This is an optimization exercise on Yosys and OpenROAD, whose aim is small area, not a production implementation.
The RTL was checked by simulation tests, not by an equivalence proof against the original design.
Power is estimated from default activity; no workload was simulated.

File: design.v
module ppwm_chan #(
    parameter [31:0] PERIOD_DEFAULT = 32'd1000
) (
    input             clk,
    input             rst,
    input             cmd_we,         
    input             accept,         
    input      [2:0]  code,           
    input             parg_we,        
    input      [31:0] wdata,
    input             is_init,
    input             is_setd,
    input             is_setl,
    input             is_start,
    input             is_pause,
    input             is_resume,
    input             is_stop,
    input      [31:0] on_new,         
    input             step,
    input             line_we,
    input             line_val,
    input             stop_now,
    input             advance,
    input      [31:0] cnt_next,
    output reg [1:0]  state,
    output reg        stop_pend,
    output reg        cfg_valid,
    output reg        out,
    output reg [2:0]  err,
    output reg [14:0] duty,           
    output reg [31:0] period,
    output reg [10:0] line,           
    output reg [31:0] period_arg,
    output reg [10:0] s_line,
    output reg [31:0] s_p,
    output reg [31:0] s_on,
    output reg [31:0] cnt
);
    localparam [1:0] ST_IDLE = 2'd0, ST_RUN = 2'd1, ST_PAU = 2'd2, ST_STOP = 2'd3;
    always @(posedge clk) begin
        if (rst) begin
            state      <= ST_IDLE;
            stop_pend  <= 1'b0;
            cfg_valid  <= 1'b0;
            out        <= 1'b0;
            err        <= 3'd0;
            duty       <= 15'd0;
            period     <= PERIOD_DEFAULT;
            line       <= 11'd0;
            period_arg <= PERIOD_DEFAULT;
            cnt        <= 32'd0;
        end else begin
            if (step && line_we)
                out <= line_val;
            if (step && stop_now) begin
                state     <= ST_STOP;
                stop_pend <= 1'b0;
                cnt       <= 32'd0;
            end else if (step && advance) begin
                cnt <= cnt_next;
            end
            if (parg_we)
                period_arg <= wdata;
            if (cmd_we)
                err <= code;
            if (accept) begin
                if (is_init) begin
                    line      <= wdata[14:4];
                    duty      <= wdata[30:16];
                    period    <= period_arg;
                    cfg_valid <= 1'b1;
                end
                if (is_setd)
                    duty <= wdata[30:16];
                if (is_setl)
                    line <= wdata[14:4];
                if (is_start) begin
                    s_line <= line;
                    s_p    <= period;
                    s_on   <= on_new;
                    cnt    <= 32'd0;
                    state  <= ST_RUN;
                end
                if (is_pause)
                    state <= ST_PAU;
                if (is_resume)
                    state <= ST_RUN;
                if (is_stop)
                    stop_pend <= 1'b1;
            end
        end
    end
endmodule
module ppwm_i2c (
    input             clk,
    input             rst,
    input             cmd_we,        
    input      [31:0] wdata,
    input             buf_acc,       
    input             buf_wr,
    input      [7:0]  buf_idx,
    output     [31:0] status,
    output     [7:0]  rxbyte,
    output     [7:0]  buf_rdata,     
    output            busy,
    input             grant,
    output            act,           
    output            act_rd,        
    output     [7:0]  act_wdata,
    input      [7:0]  port_rdata
);
    localparam [4:0]
        S_IDLE   = 5'd0,
        S_S0     = 5'd1,   
        S_S1     = 5'd2,   
        S_R0     = 5'd3,   
        S_P0     = 5'd4,   
        S_P1     = 5'd5,   
        S_P2     = 5'd6,   
        S_W_REL  = 5'd7,   
        S_W_D    = 5'd8,   
        S_W_CH   = 5'd9,   
        S_W_CL   = 5'd10,  
        S_W_AREL = 5'd11,  
        S_W_ACH  = 5'd12,  
        S_W_AR   = 5'd13,  
        S_W_ACL  = 5'd14,  
        S_W_AEND = 5'd15,  
        S_R_REL  = 5'd16,  
        S_R_CH   = 5'd17,  
        S_R_RD   = 5'd18,  
        S_R_CL   = 5'd19,  
        S_R_A    = 5'd20,  
        S_R_ACH  = 5'd21,  
        S_R_ACL  = 5'd22,  
        S_R_AEND = 5'd23;  
    localparam [3:0] OP_START = 4'h1, OP_RSTART = 4'h2, OP_STOP = 4'h3,
                     OP_WRBYTE = 4'h4, OP_RDBYTE = 4'h5,
                     OP_WRFRAME = 4'h6, OP_RDFRAME = 4'h7;
    reg        ack;
    reg        result;
    reg [2:0]  err;
    reg [8:0]  xcnt;      
    reg [7:0]  rxd;
    reg [4:0]  st;
    assign busy   = (st != S_IDLE);
    assign status = {7'd0, xcnt, 5'd0, err, 5'd0, result, ack, busy};
    assign rxbyte = rxd;
    wire [3:0] w_op  = wdata[3:0];
    wire [8:0] w_len = wdata[31:23];
    reg        w_ok;
    always @(*) begin
        case (w_op)
            OP_START:   w_ok = (wdata == 32'h1);
            OP_RSTART:  w_ok = (wdata == 32'h2);
            OP_STOP:    w_ok = (wdata == 32'h3);
            OP_WRBYTE:  w_ok = (wdata[31:16] == 16'd0) && (wdata[7:4] == 4'd0);
            OP_RDBYTE:  w_ok = (wdata[31:6] == 26'd0) && (wdata[4] == 1'b0);
            OP_WRFRAME,
            OP_RDFRAME: w_ok = (wdata[15:5] == 11'd0);
            default:    w_ok = 1'b0;
        endcase
    end
    wire w_len_bad = ((w_op == OP_WRFRAME) && (w_len > 9'd256)) ||
                     ((w_op == OP_RDFRAME) && ((w_len == 9'd0) || (w_len > 9'd256)));
    wire [2:0] cmd_code = busy      ? 3'd2 :
                          !w_ok     ? 3'd1 :
                          w_len_bad ? 3'd3 : 3'd0;
    wire cmd_accept = cmd_we && (cmd_code == 3'd0);
    reg       fr;         
    reg       rdop;       
    reg       hf;         
    reg [8:0] len;        
    reg [8:0] sh;         
    reg       addr_ph;    
    reg       ending;     
    reg       samp;       
    wire [8:0] xcnt_inc = xcnt + 9'd1;
    wire send_ack = fr ? (xcnt_inc != len) : hf;
    reg       a_scl;      
    reg       a_rd;
    reg       a_val;
    always @(*) begin
        a_scl = 1'b0;
        a_rd  = 1'b0;
        a_val = 1'b1;
        case (st)
            S_S0:     begin a_scl = 1'b0; a_val = 1'b0; end
            S_S1:     begin a_scl = 1'b1; a_val = 1'b0; end
            S_R0:     begin a_scl = 1'b1; a_val = 1'b1; end
            S_P0:     begin a_scl = 1'b0; a_val = 1'b0; end
            S_P1:     begin a_scl = 1'b1; a_val = 1'b1; end
            S_P2:     begin a_scl = 1'b0; a_val = 1'b1; end
            S_W_REL:  begin a_scl = 1'b0; a_val = 1'b1; end
            S_W_D:    begin a_scl = 1'b0; a_val = sh[8]; end
            S_W_CH:   begin a_scl = 1'b1; a_val = 1'b1; end
            S_W_CL:   begin a_scl = 1'b1; a_val = 1'b0; end
            S_W_AREL: begin a_scl = 1'b0; a_val = 1'b1; end
            S_W_ACH:  begin a_scl = 1'b1; a_val = 1'b1; end
            S_W_AR:   begin a_scl = 1'b0; a_rd = 1'b1; end
            S_W_ACL:  begin a_scl = 1'b1; a_val = 1'b0; end
            S_W_AEND: begin a_scl = 1'b0; a_val = 1'b1; end
            S_R_REL:  begin a_scl = 1'b0; a_val = 1'b1; end
            S_R_CH:   begin a_scl = 1'b1; a_val = 1'b1; end
            S_R_RD:   begin a_scl = 1'b0; a_rd = 1'b1; end
            S_R_CL:   begin a_scl = 1'b1; a_val = 1'b0; end
            S_R_A:    begin a_scl = 1'b0; a_val = !send_ack; end
            S_R_ACH:  begin a_scl = 1'b1; a_val = 1'b1; end
            S_R_ACL:  begin a_scl = 1'b1; a_val = 1'b0; end
            S_R_AEND: begin a_scl = 1'b0; a_val = 1'b1; end
            default:  ;
        endcase
    end
    assign act    = busy;
    assign act_rd = a_rd;
    assign act_wdata = a_scl ? {port_rdata[7:2], !a_val, port_rdata[0]}
                             : {port_rdata[7:1], a_val};
    wire rbit = port_rdata[0];       
    wire step = busy && grant;
    reg  [7:0] fbuf [0:255];
    wire [7:0] fb_idx = busy ? xcnt[7:0] : buf_idx;
    wire       fb_we  = busy ? (step && (st == S_R_AEND) && fr)
                             : (buf_acc && buf_wr);
    wire [7:0] fb_wd  = busy ? sh[7:0] : wdata[7:0];
    always @(posedge clk) begin
        if (fb_we)
            fbuf[fb_idx] <= fb_wd;
    end
    assign buf_rdata = fbuf[fb_idx];
    always @(posedge clk) begin
        if (rst) begin
            ack    <= 1'b0;
            result <= 1'b0;
            err    <= 3'd0;
            xcnt   <= 9'd0;
            rxd    <= 8'd0;
            st     <= S_IDLE;
        end else begin
            if (cmd_we)
                err <= cmd_code;
            else if (buf_acc && busy)
                err <= 3'd4;
            if (cmd_accept) begin
                fr      <= w_op[2] & w_op[1];
                rdop    <= w_op[0];
                hf      <= wdata[4] | wdata[5];
                len     <= w_len;
                sh      <= {wdata[15:8] | {wdata[22:16], wdata[0]}, 1'b1};
                addr_ph <= 1'b1;
                ending  <= 1'b0;
                case (w_op)
                    OP_START:   st <= S_S0;
                    OP_RSTART:  st <= S_R0;
                    OP_STOP:    st <= S_P0;
                    OP_WRBYTE:  st <= S_W_REL;
                    OP_RDBYTE:  st <= S_R_REL;
                    default: begin           
                        st     <= S_S0;
                        result <= 1'b0;
                        xcnt   <= 9'd0;
                    end
                endcase
            end else if (step) begin
                case (st)
                    S_S0: st <= S_S1;
                    S_S1: begin
                        if (fr && !ending) begin
                            st <= S_W_REL;
                        end else begin
                            if (ending)
                                result <= 1'b1;
                            st <= S_IDLE;
                        end
                    end
                    S_R0: st <= S_S0;
                    S_P0: st <= S_P1;
                    S_P1: st <= S_P2;
                    S_P2: begin
                        if (ending)
                            result <= 1'b1;
                        st <= S_IDLE;
                    end
                    S_W_REL: begin
                        if (fr && !rdop && !addr_ph)
                            sh <= {buf_rdata, 1'b1};
                        st <= S_W_D;
                    end
                    S_W_D:  st <= S_W_CH;
                    S_W_CH: st <= S_W_CL;
                    S_W_CL: begin
                        sh <= {sh[7:0], 1'b0};
                        if (sh[7:0] == 8'h80)
                            st <= S_W_AREL;
                        else
                            st <= S_W_D;
                    end
                    S_W_AREL: st <= S_W_ACH;
                    S_W_ACH:  st <= S_W_AR;
                    S_W_AR: begin
                        samp <= rbit;
                        st   <= S_W_ACL;
                    end
                    S_W_ACL: st <= S_W_AEND;
                    S_W_AEND: begin
                        ack <= !samp;
                        if (!fr) begin
                            st <= S_IDLE;
                        end else if (samp) begin
                            st <= S_P0;                     
                        end else if (rdop) begin
                            addr_ph <= 1'b0;
                            st      <= S_R_REL;
                        end else begin
                            if (!addr_ph)
                                xcnt <= xcnt_inc;
                            addr_ph <= 1'b0;
                            if ((addr_ph ? 9'd0 : xcnt_inc) == len) begin
                                ending <= 1'b1;
                                st     <= hf ? S_R0 : S_P0;
                            end else begin
                                st <= S_W_REL;
                            end
                        end
                    end
                    S_R_REL: begin
                        sh <= 9'd1;
                        st <= S_R_CH;
                    end
                    S_R_CH: st <= S_R_RD;
                    S_R_RD: begin
                        sh <= {sh[7:0], rbit};
                        st <= S_R_CL;
                    end
                    S_R_CL: begin
                        if (sh[8])
                            st <= S_R_A;
                        else
                            st <= S_R_CH;
                    end
                    S_R_A:   st <= S_R_ACH;
                    S_R_ACH: st <= S_R_ACL;
                    S_R_ACL: st <= S_R_AEND;
                    S_R_AEND: begin
                        rxd <= sh[7:0];
                        if (!fr) begin
                            st <= S_IDLE;
                        end else begin
                            xcnt <= xcnt_inc;
                            if (xcnt_inc == len) begin
                                ending <= 1'b1;
                                st     <= hf ? S_R0 : S_P0;
                            end else begin
                                st <= S_R_REL;
                            end
                        end
                    end
                    default: st <= S_IDLE;
                endcase
            end
        end
    end
endmodule
module ppwm (
    input             clk,
    input             rst,           
    input             tick,          
    input             bus_valid,
    input             bus_write,
    input      [1:0]  bus_size,      
    input      [11:0] bus_addr,
    input      [31:0] bus_wdata,
    output reg        bus_rvalid,
    output reg [31:0] bus_rdata,
    output reg        bus_fault,
    output            port_en,
    output            port_we,
    output     [7:0]  port_addr,
    output     [7:0]  port_wdata,
    input      [7:0]  port_rdata
);
    localparam N_PWM = 4;
    localparam [31:0] PERIOD_DEFAULT = 32'd1000;  
    localparam [1:0] ST_IDLE = 2'd0, ST_RUN = 2'd1, ST_PAU = 2'd2, ST_STOP = 2'd3;
    wire       acc_ok   = bus_valid && (bus_size == 2'd2) && (bus_addr[1:0] == 2'b00);
    wire       sel_cmd  = (bus_addr == 12'h000);
    wire       sel_stat = (bus_addr == 12'h004);
    wire       sel_rx   = (bus_addr == 12'h008);
    wire       sel_buf  = (bus_addr >= 12'h100) && (bus_addr <= 12'h4FC);
    wire [7:0] buf_idx  = bus_addr[9:2] - 8'h40;
    wire [1:0] ch       = bus_addr[6:5];    
    wire [2:0] reg_off  = bus_addr[4:2];
    wire       sel_pwm  = bus_addr[11] && (bus_addr[10:7] == 4'd0) && (reg_off <= 3'd5);
    wire       mapped   = sel_cmd || sel_stat || sel_rx || sel_buf || sel_pwm;
    wire       acc      = acc_ok && mapped;
    wire       wr       = acc && bus_write;
    wire [31:0] i2c_status;
    wire [7:0]  rxbyte;
    wire [7:0]  buf_rdata;
    wire        i2c_busy;
    wire        eng_act, eng_rd;
    wire [7:0]  eng_wdata;
    wire        pwm_we;
    ppwm_i2c u_i2c (
        .clk        (clk),
        .rst        (rst),
        .cmd_we     (wr && sel_cmd),
        .wdata      (bus_wdata),
        .buf_acc    (acc && sel_buf),
        .buf_wr     (bus_write),
        .buf_idx    (buf_idx),
        .status     (i2c_status),
        .rxbyte     (rxbyte),
        .buf_rdata  (buf_rdata),
        .busy       (i2c_busy),
        .grant      (!pwm_we && !rst),
        .act        (eng_act),
        .act_rd     (eng_rd),
        .act_wdata  (eng_wdata),
        .port_rdata (port_rdata)
    );
    reg [N_PWM-1:0] step;
    always @(posedge clk) begin
        if (rst)
            step <= 0;
        else
            step <= {step[N_PWM-2:0], tick};
    end
    wire [1:0]  c_state  [0:N_PWM-1];
    wire [N_PWM-1:0] c_spend, c_cfgv, c_out;
    wire [2:0]  c_err    [0:N_PWM-1];
    wire [14:0] c_duty   [0:N_PWM-1];
    wire [31:0] c_period [0:N_PWM-1];
    wire [10:0] c_line   [0:N_PWM-1];
    wire [31:0] c_parg   [0:N_PWM-1];
    wire [10:0] c_sline  [0:N_PWM-1];
    wire [31:0] c_sp     [0:N_PWM-1];
    wire [31:0] c_son    [0:N_PWM-1];
    wire [31:0] c_cnt    [0:N_PWM-1];
    wire [1:0]  h_state  = c_state[ch];
    wire        h_spend  = c_spend[ch];
    wire        h_cfgv   = c_cfgv[ch];
    wire [14:0] h_duty   = c_duty[ch];
    wire [31:0] h_period = c_period[ch];
    wire [10:0] h_line   = c_line[ch];
    wire [31:0] h_parg   = c_parg[ch];
    wire [31:0] h_status = {21'd0, c_err[ch], 1'b0, h_state == ST_PAU, h_state == ST_RUN,
                            c_out[ch], h_cfgv, h_spend, h_state};
    wire        h_active = (h_state == ST_RUN) || (h_state == ST_PAU);
    wire [3:0]  op    = bus_wdata[3:0];
    wire [15:0] w_d   = bus_wdata[31:16];
    wire [11:0] w_l   = bus_wdata[15:4];
    wire is_init   = (op == 4'h1);
    wire is_setd   = (op == 4'h2) && (bus_wdata[15:4] == 12'd0);
    wire is_setl   = (op == 4'h3) && (bus_wdata[31:16] == 16'd0);
    wire is_start  = (bus_wdata == 32'h4);
    wire is_pause  = (bus_wdata == 32'h5);
    wire is_resume = (bus_wdata == 32'h6);
    wire is_stop   = (bus_wdata == 32'h7);
    wire reserved  = !(is_init || is_setd || is_setl || is_start ||
                       is_pause || is_resume || is_stop);
    wire supports_out = !w_l[11];                        
    wire duty_ok      = !w_d[15] && (w_d <= 16'h4000);   
    reg owned;
    integer i;
    always @(*) begin
        owned = (h_line[10:4] == 7'd0) && (h_line[2:1] == 2'd0);
        for (i = 0; i < N_PWM; i = i + 1)
            if ((c_state[i] == ST_RUN || c_state[i] == ST_PAU) &&
                c_sline[i][10:4] == h_line[10:4] && c_sline[i][2:0] == h_line[2:0])
                owned = 1'b1;
    end
    wire st_bad = (is_start  && h_active) ||
                  (is_pause  && !(h_state == ST_RUN && !h_spend)) ||
                  (is_resume && !(h_state == ST_PAU && !h_spend)) ||
                  (is_stop   && !(h_active && !h_spend));
    reg [2:0] code;
    always @(*) begin
        if (reserved)                                   code = 3'd1;
        else if ((is_setd || is_setl || is_start) && !h_cfgv) code = 3'd6;
        else if (st_bad)                                code = 3'd5;
        else if (is_start && owned)                     code = 3'd7;
        else if ((is_init || is_setl) && !supports_out) code = 3'd3;
        else if ((is_init || is_setd) && !duty_ok)      code = 3'd2;
        else if (is_init && h_parg == 32'd0)            code = 3'd4;
        else                                            code = 3'd0;
    end
    wire [45:0] prod   = h_period * h_duty[13:0];
    wire [31:0] on_new = h_duty[14] ? h_period : prod[45:14];
    reg [1:0]  t_state;
    reg        t_spend;
    reg [10:0] t_sline;
    reg [31:0] t_sp, t_son, t_cnt;
    integer k;
    always @(*) begin
        t_state = 2'd0;
        t_spend = 1'b0;
        t_sline = 11'd0;
        t_sp    = 32'd0;
        t_son   = 32'd0;
        t_cnt   = 32'd0;
        for (k = 0; k < N_PWM; k = k + 1) begin
            t_state = t_state | (c_state[k] & {2{step[k]}});
            t_spend = t_spend | (c_spend[k] & step[k]);
            t_sline = t_sline | (c_sline[k] & {11{step[k]}});
            t_sp    = t_sp    | (c_sp[k]    & {32{step[k]}});
            t_son   = t_son   | (c_son[k]   & {32{step[k]}});
            t_cnt   = t_cnt   | (c_cnt[k]   & {32{step[k]}});
        end
    end
    wire        t_active = (t_state == ST_RUN) || (t_state == ST_PAU);
    wire        at_zero  = (t_cnt == 32'd0);
    wire        at_on    = !at_zero && (t_cnt == t_son);
    wire [31:0] cnt_inc  = t_cnt + 32'd1;
    wire [31:0] cnt_next = (cnt_inc == t_sp) ? 32'd0 : cnt_inc;
    wire do_step  = t_active;       
    wire stop_now = do_step && (at_zero || at_on) && t_spend;
    wire wr_on    = do_step && at_zero && !t_spend && (t_state == ST_RUN);
    wire wr_off   = do_step && at_on && !t_spend;
    wire advance  = do_step && !stop_now && !(at_zero && t_state == ST_PAU);
    wire line_we  = stop_now || wr_on || wr_off;
    wire line_val = wr_on && (t_son != 32'd0);
    genvar g;
    generate
        for (g = 0; g < N_PWM; g = g + 1) begin : g_ch
            wire sel = wr && sel_pwm && (ch == g);
            wire cw  = sel && (reg_off == 3'd0);
            ppwm_chan #(.PERIOD_DEFAULT(PERIOD_DEFAULT)) u_ch (
                .clk        (clk),
                .rst        (rst),
                .cmd_we     (cw),
                .accept     (cw && (code == 3'd0)),
                .code       (code),
                .parg_we    (sel && (reg_off == 3'd5)),
                .wdata      (bus_wdata),
                .is_init    (is_init),
                .is_setd    (is_setd),
                .is_setl    (is_setl),
                .is_start   (is_start),
                .is_pause   (is_pause),
                .is_resume  (is_resume),
                .is_stop    (is_stop),
                .on_new     (on_new),
                .step       (step[g]),
                .line_we    (line_we),
                .line_val   (line_val),
                .stop_now   (stop_now),
                .advance    (advance),
                .cnt_next   (cnt_next),
                .state      (c_state[g]),
                .stop_pend  (c_spend[g]),
                .cfg_valid  (c_cfgv[g]),
                .out        (c_out[g]),
                .err        (c_err[g]),
                .duty       (c_duty[g]),
                .period     (c_period[g]),
                .line       (c_line[g]),
                .period_arg (c_parg[g]),
                .s_line     (c_sline[g]),
                .s_p        (c_sp[g]),
                .s_on       (c_son[g]),
                .cnt        (c_cnt[g])
            );
        end
    endgenerate
    assign pwm_we = line_we;
    reg [7:0] pwm_wbyte;
    always @(*) begin
        pwm_wbyte = port_rdata;
        pwm_wbyte[t_sline[2:0]] = line_val ^ t_sline[3];
    end
    assign port_en    = (pwm_we || eng_act) && !rst;    
    assign port_we    = pwm_we || !eng_rd;
    assign port_addr  = pwm_we ? {1'b0, t_sline[10:4]} : 8'h00;
    assign port_wdata = pwm_we ? pwm_wbyte : eng_wdata;
    reg [31:0] rd;
    always @(*) begin
        rd = 32'd0;
        if (sel_stat)
            rd = i2c_status;
        else if (sel_rx)
            rd = {24'd0, rxbyte};
        else if (sel_buf)
            rd = i2c_busy ? 32'd0 : {24'd0, buf_rdata};
        else if (sel_pwm) begin
            case (reg_off)
                3'd1:    rd = h_status;
                3'd2:    rd = {17'd0, h_duty};
                3'd3:    rd = h_period;
                3'd4:    rd = {21'd0, h_line};
                3'd5:    rd = h_parg;
                default: rd = 32'd0;
            endcase
        end
    end
    always @(posedge clk) begin
        bus_fault  <= bus_valid && !acc;
        bus_rdata  <= (acc && !bus_write) ? rd : 32'd0;
        if (rst)
            bus_rvalid <= 1'b0;
        else
            bus_rvalid <= bus_valid;
    end
endmodule
File: run.sh
#!/bin/bash
# synth_recipe.tcl (not shown) runs the flow's synth.tcl, then flattens the netlist and writes it again
# the make line also repeats each setting of config.mk as NAME=value (left out here)
make -C /OpenROAD-flow-scripts/flow DESIGN_CONFIG=/design/flow/config.mk WORK_HOME=/design/flow/orfs CLKGATE_MAP_FILE= SYNTH_SCRIPT=/design/flow/synth_recipe.tcl finish
File: config.mk
export PLATFORM = sky130hd
export DESIGN_NAME = ppwm
export DESIGN_NICKNAME = ppwm
export VERILOG_FILES = /design/flow/design.v
export SDC_FILE = /design/flow/constraint.sdc
export NUM_CORES = 4
export LEC_CHECK = 0
export CAP_MARGIN = 20
export CORE_MARGIN = 2
export CORE_UTILIZATION = 40
export SLEW_MARGIN = 20
File: constraint.sdc
create_clock -name core_clock -period 12.0 [get_ports {clk}]
set_input_delay 2.4000 -clock core_clock [delete_from_list [all_inputs] [get_ports {clk}]]
set_output_delay 2.4000 -clock core_clock [all_outputs]
set_load 0.01 [all_outputs]
==> qor.txt <==
Outcome: finished clean
Yosys reg bits: 2957
Area fraction of the dominant cell type after synthesis: 53.0%
Setup violations, final: 0
Post-route cell area: 0.152 sq mm
Vias in the first global route: 86732
Post-DP HPWL: 301 mm
Clk slew on worst S/H paths: 0.06 ns
IO Count: 111
# H-tree levels: 5
Top routing layer in use: met5
Rows: 212
HP Class: flop to flop
Initial antenna violation count: 37
Final Util: 45.5%
Max Slew Vio Count: 0
Clk latency of the worst-skew pair: 0.96 ns
Most used cell, CP: fa_1
Crit share post-route: 86.5%
Hold_buf cts: 0
Core area: 0.334 sq mm
Number of setup buffers added after CTS: 0
CTS tree: done
Fin Setup TNS: 0 ns
Critical path peak fanout: 55
Nets: 10536
Max stage delay on crit path: 0.80 ns
Remaining antenna violation count: 0
First-pass GRT wire length: 635 mm
Layout cells sized above 1: 13.6%
Post-Syn Instances: 9872
Reg2Reg Setup Slack: 3.42 ns
Worst setup EP type: flop
RSZ-0062 raised after global routing: no
Max-cap viol count: 0
Drt first-iter violations: 11155
Inst Count DP: 14068
Main synth FF type: edfxtp_1
Largest net degree at the start of global routing: 178
Port Buffers: 109
Pleak: 54.1 nW
WL final: 448 mm
Vias per inst: 6.03
Mapped Nets: 10408
Worst-margin pin slew: 1.29 ns
Synth Warn #: 3
Final min period: 10.39 ns
Max clock buf depth: 4
Fin cells: 14653
Register area share after synthesis: 61.7%
Layout Skew: 0.0975 ns
Top cells by area, synth: edfxtp_1, dfxtp_1, mux4_2
Drc violations: 0
FFs w/ async S/R, synth: 0%
Cell Area, Synth: 0.134 sq mm
Initial cell density of the core: 40.2%
Die height: 584 microns
Die span in x: 584 microns
Normalized max-slew margin: 13.8%
Max frequency: 96.3 MHz
CTS Buf Count: 315
Via count: 88350
Crit path DAT: 11.00 ns
TritonRoute pass-1 iters: 9
Congestion Overflow GR: 0
Met3 WL post-DR: 49.0 mm
Wl on met1: 178 mm
Yosys cell types: 90
Slowest cell on the critical path: a2111oi_0
Routed wire per std cell: 30.6 microns
Total power: 23.9 mW
Critical path data required time: 12.61 ns
Synth area leader: edfxtp_1
Met2 Wirelength: 199 mm
Total track usage: 25.8%
Area growth, synth to finish: 13.1%
Final hold viol count: 0
DIE AREA: 0.341 sq mm
CP Launch Type: input port
Post-synth EDFFs: 2372
GPL Wtd Cong: 0.950
Avg Cell Area, Syn: 13.6 sq um
Area post-placement: 0.142 sq mm
Worst vdd ir: 112 uV
WP buf/inv: 7
CTS Sinks: 2957
PwrDens: 157 mW/mm^2
Delay-heaviest family, CP: adder cells
CP Class: input port to flop
Root Driver: clkbuf_16
Post-CTS Resized: 0
## report_power, final
part           internal (mW)  switching (mW)
clock network           5.59            4.14
logic                  0.821            1.98
registers               11.4          0.0109
## cell usage after synthesis, drive strengths merged (52+ instances only)
cell	n
ha	121
a22o	103
nand3	115
dfxtp	585
o22ai	82
o21ai	188
a22oi	292
mux4	437
nand2	1165
nor4	52
a21oi	439
a211oi	73
inv	433
edfxtp	2372
xnor2	97
nor2	859
clkbuf	422
and2	95
nor3	140
buf	214
fa	356
mux2i	477
## placed cells by master, fill, tap and decap left out, drive strengths merged, types with 41 or more instances in the layout
cell type / n
edfxtp: 2372
nand2: 1165
nor2: 859
dfxtp: 585
mux2i: 477
inv: 446
a21oi: 439
mux4: 437
clkbuf: 406
fa: 356
buf: 341
a22oi: 292
o21ai: 188
nor3: 140
ha: 121
nand3: 115
clkinv: 112
clkdlybuf4s50: 105
a22o: 103
xnor2: 97
and2: 95
o22ai: 82
a211oi: 73
nor4: 52
nand4: 50
and3: 43
mux2: 42
nand2b: 41
xor2: 41
## per-layer routing
metal  track usage (%)  vias to the layer above
met1              35.2                    45686
met3              6.92                      869
li1                  -                    36952
met4              10.8                       22
met2              38.9                     4821
met5                 0                        -
## final timing paths
check,start,cells past startpoint,endpoint
max reg2reg,g_ch[0].u_ch.period[14],25,g_ch[3].u_ch.s_on[24]
min,g_ch[1].u_ch.line[5],0,g_ch[1].u_ch.s_line[5]
min reg2reg,g_ch[1].u_ch.line[5],0,g_ch[1].u_ch.s_line[5]
max,bus_addr[6],26,g_ch[1].u_ch.s_on[28]
## per-stage QoR
stage | hold slack (ns) | setup WS (ns)
after global placement | 0.432 | 0.709
after detailed placement | 0.438 | 0.904
final | 0.442 | 1.61
after floorplan | 0.422 | 0.194
after global routing | 0.461 | 1.19
after CTS | 0.446 | 1.76
## area by class of cell
type	count	area [sq um]
fillers	29188	182000
flip-flops and latches	2957	83000
multi-input cells	5843	47800
clock buffers	405	8590
well taps	4387	5490
repair buffers	447	3880
clock inverters	164	1670
inverters	436	1640
diodes	14	35.0
## cells by family after synthesis
family | Yosys count | synth area share [%]
mux | 956 | 11.2
xor+xnor | 143 | 0.983
other cells | 1 | 0.00279
flops | 2957 | 61.7
buf+inv | 1072 | 3.10
compound gates | 1535 | 7.68
simple gates | 2731 | 8.86
fa+ha+maj | 477 | 6.43
## sequential cells by signal (all words and copies together) (netlist names), 44 cells and up
| signal | count |
|---|---|
| u_i2c.fbuf | 2048 |
| g_ch.u_ch.cnt | 128 |
| g_ch.u_ch.period | 128 |
| g_ch.u_ch.period_arg | 128 |
| g_ch.u_ch.s_on | 128 |
| g_ch.u_ch.s_p | 128 |
| g_ch.u_ch.duty | 60 |
| g_ch.u_ch.line | 44 |
| g_ch.u_ch.s_line | 44 |

[port drivers added, routing unchanged]
The flow's constraints put no driver on any port. The routed layout listed below was extracted and timed again, unchanged, in two steps.
Step 1, drivers: a clkbuf_16 drives clk and a buf_2 each remaining input, both assumed.
Step 2 moves the port delays by t, midway between the first and last clock arrival at a register: inputs arrive t later, outputs are due t later. That takes back most of the time a late clock gives input paths.
Three values: ideal ports, drivers, drivers and shift; two values: the first two.
t, ns: 1.009
setup WS [ns]: 1.615 / 1.673 / 0.664
latest minus earliest clock arrival (ns): 0.101 / 0.102
worst register clock-pin slew, ns: 0.07 / 0.07
pins driven straight from the clock port: 1
After both steps this run still meets setup and hold. For this run, drivers alone change the setup slack by +0.058 ns; drivers and shift together by -0.951 ns.
